This design comes from an exercise in tuning for small area, a short achievable clock period and few clock cycles on the open sky130 flow, not from production work.
At most, simulation tests tie the RTL to the original design; equivalence was not proved.
No driver is modelled on the clock port, so clock power and skew are understated where the tree is cut down; a real chip needs a root buffer or a tree.
Power and IR drop assume default switching activity.

==> module hcid_decoder, before the edit <==
module hcid_decoder (
    input  wire         clk,
    input  wire         rst,
    input  wire         in_valid,
    output wire         in_ready,
    input  wire [7:0]   in_char,
    output wire         out_valid,
    input  wire         out_ready,
    output wire [23:0]  out_prefix,      
    output wire [319:0] out_cw,          
    output wire [39:0]  out_bera,        
    output reg  [5:0]   out_count,       
    output reg          out_case_lost,   
    output reg          out_eof          
);
    reg  [7:0] a_c;          
    reg        a_v;
    reg  [5:0] idx;          
    reg        ov;           
    reg        rdy;          
    assign in_ready  = rdy;
    assign out_valid = ov;
    wire [7:0] a_t;          
    hcid_tlcorr u_tl (.c(a_c), .t(a_t));
    wire [4:0] sym    = a_t[4:0];
    wire       letter = a_t[5];
    wire       upper  = a_t[6];
    wire       era    = a_t[7];
    wire consume = a_v && !(ov && idx != 6'd0);
    wire accept  = in_valid && rdy;
    wire last    = (idx == 6'd62);
    wire [5:0] idx_n = consume ? (last ? 6'd0 : idx + 6'd1) : idx;
    wire ov_n   = (ov && !out_ready) || (consume && last);
    always @(posedge clk) begin
        if (accept) a_c <= in_char;
        if (rst) begin
            a_v <= 1'b0;
            idx <= 6'd0;
            ov  <= 1'b0;
            rdy <= 1'b1;
        end else begin
            a_v <= accept || (a_v && !consume);
            idx <= idx_n;
            ov  <= ov_n;
            rdy <= !(ov_n && idx_n != 6'd0);
        end
    end
    reg  [309:0] st;
    reg  [4:0]   p;
    reg  [1:0]   t2;
    reg          mk;         
    reg  [35:0]  be;         
    wire [2:0] lb    = {idx[2] ^ idx[0], idx[1], idx[0]};
    wire       emit  = lb[2] | (lb[1] & lb[0]);
    wire       mk_in = (lb != 3'd0) && mk;
    wire       mk_b  = mk_in || era;         
    wire       cw_b  = (idx >= 6'd5);        
    wire       zap   = emit && cw_b && mk_b;
    reg  [11:0] wmask;       
    integer j;
    always @* begin
        for (j = 0; j < 12; j = j + 1)
            wmask[j] = zap && (j + 3 >= lb) && (j <= lb + 4);
    end
    wire [11:0] win = {st[1:0], p, sym} & ~wmask;
    always @(posedge clk) begin
        if (consume) begin
            p  <= win[4:0];
            mk <= emit ? (lb != 3'd3 && era) : mk_b;
        end
        if (consume && idx != 6'd0)
            st <= {st[304:2], win[11:5]};
        if (consume && last)
            t2 <= win[4:3];
        if (consume && emit && cw_b)
            be <= {mk_b, be[35:1]};
    end
    reg  [3:0]  n;           
    reg         se;          
    reg  [31:0] cap;         
    reg  [3:0]  cbe;         
    reg  [2:0]  okr;         
    reg         zs, os;      
    reg         gz, go;      
    wire seg_start = (idx == 6'd3) || (idx == 6'd18) || (idx == 6'd33) || (idx == 6'd48);
    wire seg_end   = (idx == 6'd17) || (idx == 6'd32) || (idx == 6'd47) || last;
    wire [1:0] seg = (idx >= 6'd48) ? 2'd3 : (idx >= 6'd33) ? 2'd2 : (idx >= 6'd18) ? 2'd1 : 2'd0;
    wire in_seg    = (idx >= 6'd3);
    wire [3:0] n_in   = seg_start ? 4'd0 : n;
    wire       se_in  = seg_start ? 1'b0 : se;
    wire       take   = letter && !n_in[3];
    wire       se_out = se_in || era;
    wire       ok_out = (n_in[3] || (n_in[2:0] == 3'd7 && letter)) && !se_out;
    wire       zs_out = (seg_start || zs) && !(take && upper);
    wire       os_out = (seg_start || os) && !(take && !upper);
    wire [3:0] okv    = {ok_out, okr};
    wire       lost   = (gz && (zs_out || !ok_out)) || (go && (os_out || !ok_out));
    wire [3:0] cbe_f = {4{lost}} | ~okv | {3'b000, era};    
    integer g;
    always @(posedge clk) begin
        if (consume && in_seg) begin
            n  <= n_in + {3'd0, take};
            se <= se_out;
            zs <= zs_out;
            os <= os_out;
        end
        if (consume && idx == 6'd3) begin
            gz <= 1'b1;
            go <= 1'b1;
        end else if (consume && seg_end && !last && ok_out) begin
            gz <= gz && zs_out;
            go <= go && os_out;
        end
        for (g = 0; g < 4; g = g + 1) begin
            if (consume && last) begin
                if (cbe_f[g]) cap[8*g +: 8] <= 8'h00;
                else if (g == 3 && take) cap[8*g +: 8] <= {cap[8*g +: 7], upper};
            end else if (consume && in_seg && seg == g && take)
                cap[8*g +: 8] <= {cap[8*g +: 7], upper};
        end
        if (consume && seg_end && !last)
            okr[seg] <= ok_out;
        if (consume && last)
            cbe <= cbe_f;
    end
    wire       inc_b = emit && cw_b && mk_b;
    wire [2:0] npc   = {2'b00, ~okv[0] | era} + {2'b00, ~okv[1]} + {2'b00, ~okv[2]} + {2'b00, ~okv[3]};
    wire [2:0] ncap  = !last ? 3'd0 : lost ? 3'd4 : npc;
    wire [6:0] csum  = {out_count, inc_b} + {3'b000, ncap, inc_b};
    always @(posedge clk) begin
        if (consume) begin
            if (idx == 6'd1)
                out_count <= 6'd0;
            else
                out_count <= csum[6:1];
            if (last) begin
                out_case_lost <= lost;
                out_eof       <= |sym[2:0];
            end
        end
    end
    wire [311:0] full = {st, t2};
    genvar gj;
    generate
        for (gj = 0; gj < 39; gj = gj + 1) begin : g_full
            if (gj < 3) begin : g_p
                assign out_prefix[8*gj +: 8] = full[311 - 8*gj -: 8];
            end else begin : g_c
                assign out_cw[8*(gj-3) +: 8] = full[311 - 8*gj -: 8];
            end
        end
    endgenerate
    assign out_cw[319:288] = cap;
    assign out_bera   = {cbe, be};
endmodule
Settings: LEC_CHECK=0, CAP_MARGIN=20, CORE_MARGIN=2, CORE_UTILIZATION=60, SLEW_MARGIN=20; clock period 18.0 ns.
standard.sh (not shown) runs the stock make flow with config.mk's settings and CLKGATE_MAP_FILE= SYNTH_SCRIPT=/design/flow/synth_recipe.tcl, a recipe that flattens the netlist after the stock synthesis.
==> flow/flow/run.sh <==
#!/bin/bash
# Own layout flow: the standard ORFS flow (standard.sh, unchanged
# synthesis, floorplan, power grid, placement, routing), with three
# changes to how the layout is made:
#  - the port buffers that global placement inserts on every input and
#    output are sky130_fd_sc_hd__buf_1 instead of the cell buffer_ports
#    picks by itself (a 10 um2 delay buffer);
#  - clock tree synthesis clusters up to 30 flip-flops per clkbuf_16 leaf
#    buffer and inserts no dummy loads;
#  - after clock tree synthesis, flow/flat_clock.tcl takes out the tree's
#    middle level, so the leaf clock buffers hang directly off the root;
set -euo pipefail
export BUFFER_PORTS_ARGS="-buffer_cell sky130_fd_sc_hd__buf_1"
export CTS_ARGS="-sink_clustering_enable -repair_clock_nets -sink_clustering_size 30 -sink_clustering_max_diameter 100 -buf_list sky130_fd_sc_hd__clkbuf_16 -dont_use_dummy_load"
export SETUP_SLACK_MARGIN=13.2
export POST_CTS_TCL="$PWD/flow/flat_clock.tcl"
bash standard.sh BUFFER_PORTS_ARGS="$BUFFER_PORTS_ARGS" CTS_ARGS="$CTS_ARGS" SETUP_SLACK_MARGIN="$SETUP_SLACK_MARGIN" POST_CTS_TCL="$POST_CTS_TCL" finish > orfs_flow.log 2>&1
Other scripts of this flow, unchanged in this note and not shown: flow/flow/flat_clock.tcl
Testbench counts at the start, summed over its fixed seeds: cycles 75,624.
Next try:
--- a/flow/design.v
+++ b/flow/design.v
@@ -37,6 +37,7 @@
     reg  [5:0] idx;          
     reg        ov;           
     reg        rdy;          
+    reg        st_sh;        
     assign in_ready  = rdy;
     assign out_valid = ov;
     wire [7:0] a_t;          
@@ -63,6 +64,7 @@
             ov  <= ov_n;
             rdy <= !(ov_n && idx_n != 6'd0);
         end
+        st_sh <= !rst && (accept || (a_v && !consume)) && idx_n != 6'd0 && !ov_n;
     end
     reg  [309:0] st;
     reg  [4:0]   p;
@@ -87,7 +89,7 @@
             p  <= win[4:0];
             mk <= emit ? (lb != 3'd3 && era) : mk_b;
         end
-        if (consume && idx != 6'd0)
+        if (st_sh)
             st <= {st[304:2], win[11:5]};
         if (consume && last)
             t2 <= win[4:3];
After rerunning: The new run finished with timing, DRC and antenna clean. Via count barely changes. Cell area stays flat. Global-route usage grows by 0.73 points. Setup slack gets worse by 0.057 ns. Final cell count hardly moves.
Testbench counts after the change, summed over its fixed seeds: cycles 75,624.


The RTL this note starts from:
==> flow/design.v <==
module hcid_tlcorr (
    input  wire [7:0] c,
    output wire [7:0] t
);
    assign t[0] =
        (c == 8'd48) |
        (c == 8'd51) |
        (c == 8'd53) |
        (c == 8'd55) |
        (c == 8'd57) |
        (c == 8'd66) |
        (c == 8'd68) |
        (c == 8'd70) |
        (c == 8'd72) |
        (c == 8'd74) |
        (c == 8'd77) |
        (c == 8'd79) |
        (c == 8'd81) |
        (c == 8'd83) |
        (c == 8'd85) |
        (c == 8'd87) |
        (c == 8'd89) |
        (c == 8'd98) |
        (c == 8'd100) |
        (c == 8'd102) |
        (c == 8'd104) |
        (c == 8'd106) |
        (c == 8'd109) |
        (c == 8'd111) |
        (c == 8'd113) |
        (c == 8'd115) |
        (c == 8'd117) |
        (c == 8'd119) |
        (c == 8'd121);
    assign t[1] =
        (c == 8'd52) |
        (c == 8'd53) |
        (c == 8'd56) |
        (c == 8'd57) |
        (c == 8'd67) |
        (c == 8'd68) |
        (c == 8'd71) |
        (c == 8'd72) |
        (c == 8'd75) |
        (c == 8'd77) |
        (c == 8'd80) |
        (c == 8'd81) |
        (c == 8'd84) |
        (c == 8'd85) |
        (c == 8'd88) |
        (c == 8'd89) |
        (c == 8'd99) |
        (c == 8'd100) |
        (c == 8'd103) |
        (c == 8'd104) |
        (c == 8'd107) |
        (c == 8'd109) |
        (c == 8'd112) |
        (c == 8'd113) |
        (c == 8'd116) |
        (c == 8'd117) |
        (c == 8'd120) |
        (c == 8'd121);
    assign t[2] =
        (c == 8'd48) |
        (c == 8'd54) |
        (c == 8'd55) |
        (c == 8'd56) |
        (c == 8'd57) |
        (c == 8'd69) |
        (c == 8'd70) |
        (c == 8'd71) |
        (c == 8'd72) |
        (c == 8'd78) |
        (c == 8'd79) |
        (c == 8'd80) |
        (c == 8'd81) |
        (c == 8'd86) |
        (c == 8'd87) |
        (c == 8'd88) |
        (c == 8'd89) |
        (c == 8'd101) |
        (c == 8'd102) |
        (c == 8'd103) |
        (c == 8'd104) |
        (c == 8'd110) |
        (c == 8'd111) |
        (c == 8'd112) |
        (c == 8'd113) |
        (c == 8'd118) |
        (c == 8'd119) |
        (c == 8'd120) |
        (c == 8'd121);
    assign t[3] =
        (c == 8'd48) |
        (c == 8'd49) |
        (c == 8'd50) |
        (c == 8'd51) |
        (c == 8'd52) |
        (c == 8'd53) |
        (c == 8'd54) |
        (c == 8'd55) |
        (c == 8'd56) |
        (c == 8'd57) |
        (c == 8'd73) |
        (c == 8'd74) |
        (c == 8'd75) |
        (c == 8'd76) |
        (c == 8'd77) |
        (c == 8'd78) |
        (c == 8'd79) |
        (c == 8'd80) |
        (c == 8'd81) |
        (c == 8'd90) |
        (c == 8'd105) |
        (c == 8'd106) |
        (c == 8'd107) |
        (c == 8'd108) |
        (c == 8'd109) |
        (c == 8'd110) |
        (c == 8'd111) |
        (c == 8'd112) |
        (c == 8'd113) |
        (c == 8'd122);
    assign t[4] =
        (c == 8'd50) |
        (c == 8'd51) |
        (c == 8'd52) |
        (c == 8'd53) |
        (c == 8'd54) |
        (c == 8'd55) |
        (c == 8'd56) |
        (c == 8'd57) |
        (c == 8'd82) |
        (c == 8'd83) |
        (c == 8'd84) |
        (c == 8'd85) |
        (c == 8'd86) |
        (c == 8'd87) |
        (c == 8'd88) |
        (c == 8'd89) |
        (c == 8'd90) |
        (c == 8'd114) |
        (c == 8'd115) |
        (c == 8'd116) |
        (c == 8'd117) |
        (c == 8'd118) |
        (c == 8'd119) |
        (c == 8'd120) |
        (c == 8'd121) |
        (c == 8'd122);
    assign t[5] = !(
          (c == 8'd51) |
          (c == 8'd52) |
          (c == 8'd53) |
          (c == 8'd54) |
          (c == 8'd55) |
          (c == 8'd56) |
          (c == 8'd57));
    assign t[6] = !(
          (c == 8'd51) |
          (c == 8'd52) |
          (c == 8'd53) |
          (c == 8'd54) |
          (c == 8'd55) |
          (c == 8'd56) |
          (c == 8'd57) |
          (c == 8'd97) |
          (c == 8'd98) |
          (c == 8'd99) |
          (c == 8'd100) |
          (c == 8'd101) |
          (c == 8'd102) |
          (c == 8'd103) |
          (c == 8'd104) |
          (c == 8'd105) |
          (c == 8'd106) |
          (c == 8'd107) |
          (c == 8'd109) |
          (c == 8'd110) |
          (c == 8'd111) |
          (c == 8'd112) |
          (c == 8'd113) |
          (c == 8'd114) |
          (c == 8'd115) |
          (c == 8'd116) |
          (c == 8'd117) |
          (c == 8'd118) |
          (c == 8'd119) |
          (c == 8'd120) |
          (c == 8'd121) |
          (c == 8'd122));
    assign t[7] = !(
          (c == 8'd48) |
          (c == 8'd49) |
          (c == 8'd50) |
          (c == 8'd51) |
          (c == 8'd52) |
          (c == 8'd53) |
          (c == 8'd54) |
          (c == 8'd55) |
          (c == 8'd56) |
          (c == 8'd57) |
          (c == 8'd65) |
          (c == 8'd66) |
          (c == 8'd67) |
          (c == 8'd68) |
          (c == 8'd69) |
          (c == 8'd70) |
          (c == 8'd71) |
          (c == 8'd72) |
          (c == 8'd73) |
          (c == 8'd74) |
          (c == 8'd75) |
          (c == 8'd76) |
          (c == 8'd77) |
          (c == 8'd78) |
          (c == 8'd79) |
          (c == 8'd80) |
          (c == 8'd81) |
          (c == 8'd82) |
          (c == 8'd83) |
          (c == 8'd84) |
          (c == 8'd85) |
          (c == 8'd86) |
          (c == 8'd87) |
          (c == 8'd88) |
          (c == 8'd89) |
          (c == 8'd90) |
          (c == 8'd97) |
          (c == 8'd98) |
          (c == 8'd99) |
          (c == 8'd100) |
          (c == 8'd101) |
          (c == 8'd102) |
          (c == 8'd103) |
          (c == 8'd104) |
          (c == 8'd105) |
          (c == 8'd106) |
          (c == 8'd107) |
          (c == 8'd108) |
          (c == 8'd109) |
          (c == 8'd110) |
          (c == 8'd111) |
          (c == 8'd112) |
          (c == 8'd113) |
          (c == 8'd114) |
          (c == 8'd115) |
          (c == 8'd116) |
          (c == 8'd117) |
          (c == 8'd118) |
          (c == 8'd119) |
          (c == 8'd120) |
          (c == 8'd121) |
          (c == 8'd122));
endmodule
module hcid_decoder (
    input  wire         clk,
    input  wire         rst,
    input  wire         in_valid,
    output wire         in_ready,
    input  wire [7:0]   in_char,
    output wire         out_valid,
    input  wire         out_ready,
    output wire [23:0]  out_prefix,      
    output wire [319:0] out_cw,          
    output wire [39:0]  out_bera,        
    output reg  [5:0]   out_count,       
    output reg          out_case_lost,   
    output reg          out_eof          
);
    wire [7:0] t_in;
    hcid_tlcorr u_tl (.c(in_char), .t(t_in));
    reg  [7:0] a_t;          
    reg        a_v;
    reg  [5:0] idx;          
    reg        ov;           
    reg        rdy;          
    assign in_ready  = rdy;
    assign out_valid = ov;
    wire [4:0] sym    = a_t[4:0];
    wire       letter = a_t[5];
    wire       upper  = a_t[6];
    wire       era    = a_t[7];
    wire consume = a_v && !(ov && idx != 6'd0);
    wire accept  = in_valid && rdy;
    wire last    = (idx == 6'd62);
    wire [5:0] idx_n = consume ? (last ? 6'd0 : idx + 6'd1) : idx;
    wire ov_n   = (ov && !out_ready) || (consume && last);
    always @(posedge clk) begin
        if (accept) a_t <= t_in;
        if (rst) begin
            a_v <= 1'b0;
            idx <= 6'd0;
            ov  <= 1'b0;
            rdy <= 1'b1;
        end else begin
            a_v <= accept || (a_v && !consume);
            idx <= idx_n;
            ov  <= ov_n;
            rdy <= !(ov_n && idx_n != 6'd0);
        end
    end
    reg  [6:0] w;
    reg        mk;           
    wire [2:0] lb   = {idx[2] ^ idx[0], idx[1], idx[0]};
    wire       emit = lb[2] | (lb[1] & lb[0]);
    wire [11:0] win = {w, sym};
    reg  [7:0] byte_n;
    always @* begin
        case (lb)
            3'd3:    byte_n = win[7:0];
            3'd4:    byte_n = win[8:1];
            3'd5:    byte_n = win[9:2];
            3'd6:    byte_n = win[10:3];
            default: byte_n = win[11:4];
        endcase
    end
    wire mk_in  = (lb != 3'd0) && mk;
    wire mk_b   = mk_in || era;              
    wire cw_b   = (idx >= 6'd5);             
    always @(posedge clk) begin
        if (consume) begin
            w  <= win[6:0];
            mk <= emit ? (lb != 3'd3 && era) : mk_b;
        end
    end
    reg [311:0] fb;          
    reg [35:0]  be;
    always @(posedge clk) begin
        if (consume && emit)
            fb <= {(cw_b && mk_b) ? 8'h00 : byte_n, fb[311:8]};
        if (consume && emit && cw_b)
            be <= {mk_b, be[35:1]};
    end
    reg  [3:0]  n;           
    reg         se;          
    reg  [31:0] cap;         
    reg  [3:0]  cbe;         
    wire seg_start = (idx == 6'd3) || (idx == 6'd18) || (idx == 6'd33) || (idx == 6'd48);
    wire seg_end   = (idx == 6'd17) || (idx == 6'd32) || (idx == 6'd47) || last;
    wire [1:0] seg = (idx >= 6'd48) ? 2'd3 : (idx >= 6'd33) ? 2'd2 : (idx >= 6'd18) ? 2'd1 : 2'd0;
    wire in_seg    = (idx >= 6'd3);
    wire [3:0] n_in   = seg_start ? 4'd0 : n;
    wire       se_in  = seg_start ? 1'b0 : se;
    wire       take   = letter && !n_in[3];
    wire       se_out = se_in || era;
    wire       ok_out = (n_in[3] || (n_in[2:0] == 3'd7 && letter)) && !se_out;
    wire z7 = (cap[30:24] == 7'h00);
    wire o7 = (cap[30:24] == 7'h7F);
    wire z3 = take ? (z7 && !upper) : (z7 && !cap[31]);
    wire o3 = take ? (o7 && upper)  : (o7 && cap[31]);
    wire [3:0] okv = {ok_out, ~cbe[2:0]};
    wire [3:0] zv  = {z3, cap[23:16] == 8'h00, cap[15:8] == 8'h00, cap[7:0] == 8'h00};
    wire [3:0] ov1 = {o3, cap[23:16] == 8'hFF, cap[15:8] == 8'hFF, cap[7:0] == 8'hFF};
    wire       lost  = (&(zv | ~okv)) || (&(ov1 | ~okv));
    wire [3:0] cbe_f = {4{lost}} | ~okv | {3'b000, era};    
    integer g;
    always @(posedge clk) begin
        if (consume && in_seg) begin
            n  <= n_in + {3'd0, take};
            se <= se_out;
        end
        for (g = 0; g < 4; g = g + 1) begin
            if (consume && last) begin
                if (cbe_f[g]) cap[8*g +: 8] <= 8'h00;
                else if (g == 3 && take) cap[8*g +: 8] <= {cap[8*g +: 7], upper};
            end else if (consume && in_seg && seg == g && take)
                cap[8*g +: 8] <= {cap[8*g +: 7], upper};
        end
        if (consume && seg_end) begin
            if (last) cbe <= cbe_f;
            else cbe[seg] <= !ok_out;
        end
    end
    wire [2:0] ncap = {2'b00, cbe_f[0]} + {2'b00, cbe_f[1]} + {2'b00, cbe_f[2]} + {2'b00, cbe_f[3]};
    always @(posedge clk) begin
        if (consume) begin
            if (idx == 6'd1)
                out_count <= 6'd0;
            else if (last)
                out_count <= out_count + {5'd0, mk_b} + {3'd0, ncap};
            else if (emit && cw_b && mk_b)
                out_count <= out_count + 6'd1;
            if (last) begin
                out_case_lost <= lost;
                out_eof       <= |sym[2:0];
            end
        end
    end
    assign out_prefix = fb[23:0];
    assign out_cw     = {cap, fb[311:24]};
    assign out_bera   = {cbe, be};
endmodule
==> flow/config.mk <==
export PLATFORM = sky130hd
export DESIGN_NAME = hcid_decoder
export DESIGN_NICKNAME = hcid_decoder
export VERILOG_FILES = /design/flow/design.v
export SDC_FILE = /design/flow/constraint.sdc
export NUM_CORES = 4
export LEC_CHECK = 0
export CAP_MARGIN = 20
export CORE_MARGIN = 2
export CORE_UTILIZATION = 40
export SLEW_MARGIN = 20
==> flow/constraint.sdc <==
create_clock -name core_clock -period 18.0 [get_ports {clk}]
set_input_delay 3.6000 -clock core_clock [delete_from_list [all_inputs] [get_ports {clk}]]
set_output_delay 3.6000 -clock core_clock [all_outputs]
set_load 0.01 [all_outputs]
==> flow/flow/run.sh <==
#!/bin/bash
# Own layout flow: the standard ORFS flow, with the port buffers that
# global placement inserts made from sky130_fd_sc_hd__buf_1 instead of the
# cell buffer_ports picks by itself. Everything else is the standard flow.
set -euo pipefail
export BUFFER_PORTS_ARGS="-buffer_cell sky130_fd_sc_hd__buf_1"
bash standard.sh BUFFER_PORTS_ARGS="$BUFFER_PORTS_ARGS" finish > orfs_flow.log 2>&1
Testbench counts at the start, summed over its fixed seeds: cycles 75,624.
Edit:
--- a/flow/design.v
+++ b/flow/design.v
@@ -270,7 +270,5 @@
     output reg          out_eof          
 );
-    wire [7:0] t_in;
-    hcid_tlcorr u_tl (.c(in_char), .t(t_in));
-    reg  [7:0] a_t;          
+    reg  [7:0] a_c;          
     reg        a_v;
     reg  [5:0] idx;          
@@ -279,4 +277,6 @@
     assign in_ready  = rdy;
     assign out_valid = ov;
+    wire [7:0] a_t;          
+    hcid_tlcorr u_tl (.c(a_c), .t(a_t));
     wire [4:0] sym    = a_t[4:0];
     wire       letter = a_t[5];
@@ -289,5 +289,5 @@
     wire ov_n   = (ov && !out_ready) || (consume && last);
     always @(posedge clk) begin
-        if (accept) a_t <= t_in;
+        if (accept) a_c <= in_char;
         if (rst) begin
             a_v <= 1'b0;
@@ -328,9 +328,11 @@
     reg [311:0] fb;          
     reg [35:0]  be;
+    wire fb_sh = consume && emit;
+    wire be_sh = fb_sh && cw_b;
+    wire [311:0] fb_in = {(cw_b && mk_b) ? 8'h00 : byte_n, fb[311:8]};
+    wire [35:0]  be_in = {mk_b, be[35:1]};
     always @(posedge clk) begin
-        if (consume && emit)
-            fb <= {(cw_b && mk_b) ? 8'h00 : byte_n, fb[311:8]};
-        if (consume && emit && cw_b)
-            be <= {mk_b, be[35:1]};
+        fb <= (fb_in & {312{fb_sh}}) | (fb & {312{!fb_sh}});
+        be <= (be_in & {36{be_sh}}) | (be & {36{!be_sh}});
     end
     reg  [3:0]  n;           
@@ -374,5 +376,11 @@
         end
     end
-    wire [2:0] ncap = {2'b00, cbe_f[0]} + {2'b00, cbe_f[1]} + {2'b00, cbe_f[2]} + {2'b00, cbe_f[3]};
+    wire       inc_b = emit && cw_b && mk_b;
+    wire       inc_s = seg_end && !ok_out;
+    wire [1:0] inc   = {inc_b && inc_s, inc_b ^ inc_s};
+    wire [2:0] k_lost = 3'd1 + {2'b00, ~cbe[0]} + {2'b00, ~cbe[1]} + {2'b00, ~cbe[2]};
+    wire [6:0] s_lost = {out_count, mk_b} + {3'b000, k_lost, mk_b};
+    wire [1:0] k_kept = {1'b0, era && !cbe[0]} + {1'b0, !ok_out};
+    wire [6:0] s_kept = {out_count, mk_b} + {4'b0000, k_kept, mk_b};
     always @(posedge clk) begin
         if (consume) begin
@@ -380,7 +388,7 @@
                 out_count <= 6'd0;
             else if (last)
-                out_count <= out_count + {5'd0, mk_b} + {3'd0, ncap};
-            else if (emit && cw_b && mk_b)
-                out_count <= out_count + 6'd1;
+                out_count <= lost ? s_lost[6:1] : s_kept[6:1];
+            else
+                out_count <= out_count + {4'd0, inc};
             if (last) begin
                 out_case_lost <= lost;
Outcome: The new run finished with timing, DRC and antenna clean. Utilization shrinks by 0.20 points. Die area grows by 2.2%. Area after synthesis grows by 2.3%. Via count grows by 2.7%. Power grows by 2.6%. Count of clock-buffer cells in the layout shrinks by 4.
Only the layout flow was run in the second run of this note; the RTL was not checked for function there.

## port drivers added, routing unchanged
The flow's constraints put no driver on any port. The routed layouts listed below were extracted and timed again, unchanged, in two steps.
Step 1 assumes that a clkbuf_16 drives the clock port and a buf_2 every other input.
Step 2 moves the port delays by t, midway between the first and last clock arrival at a register: inputs arrive t later, outputs are due t later. That takes back most of the time a late clock gives input paths.
Slacks: no drivers / after step 1 / after step 2; pairs: no drivers / after step 1.
run	shift t [ns]	slack for setup (ns)	clock arrival spread, ns	worst register clock-pin slew, ns	pins driven straight from the clock port
the first run of note 1	0.400	13.435 / 13.333 / 13.670	0.086 / 0.086	0.12 / 0.12	4
the second run of note 1	0.408	13.378 / 13.275 / 13.535	0.075 / 0.075	0.11 / 0.11	4
the first run of note 2	0.603	12.832 / 12.832 / 12.301	0.015 / 0.016	0.06 / 0.06	1
the second run of note 2	0.610	12.355 / 12.355 / 12.355	0.027 / 0.026	0.07 / 0.07	1
After both steps every run listed still meets setup and hold. For the first run of note 2, which loses most, drivers alone change the setup slack by 0.000 ns; drivers and shift together by -0.531 ns.
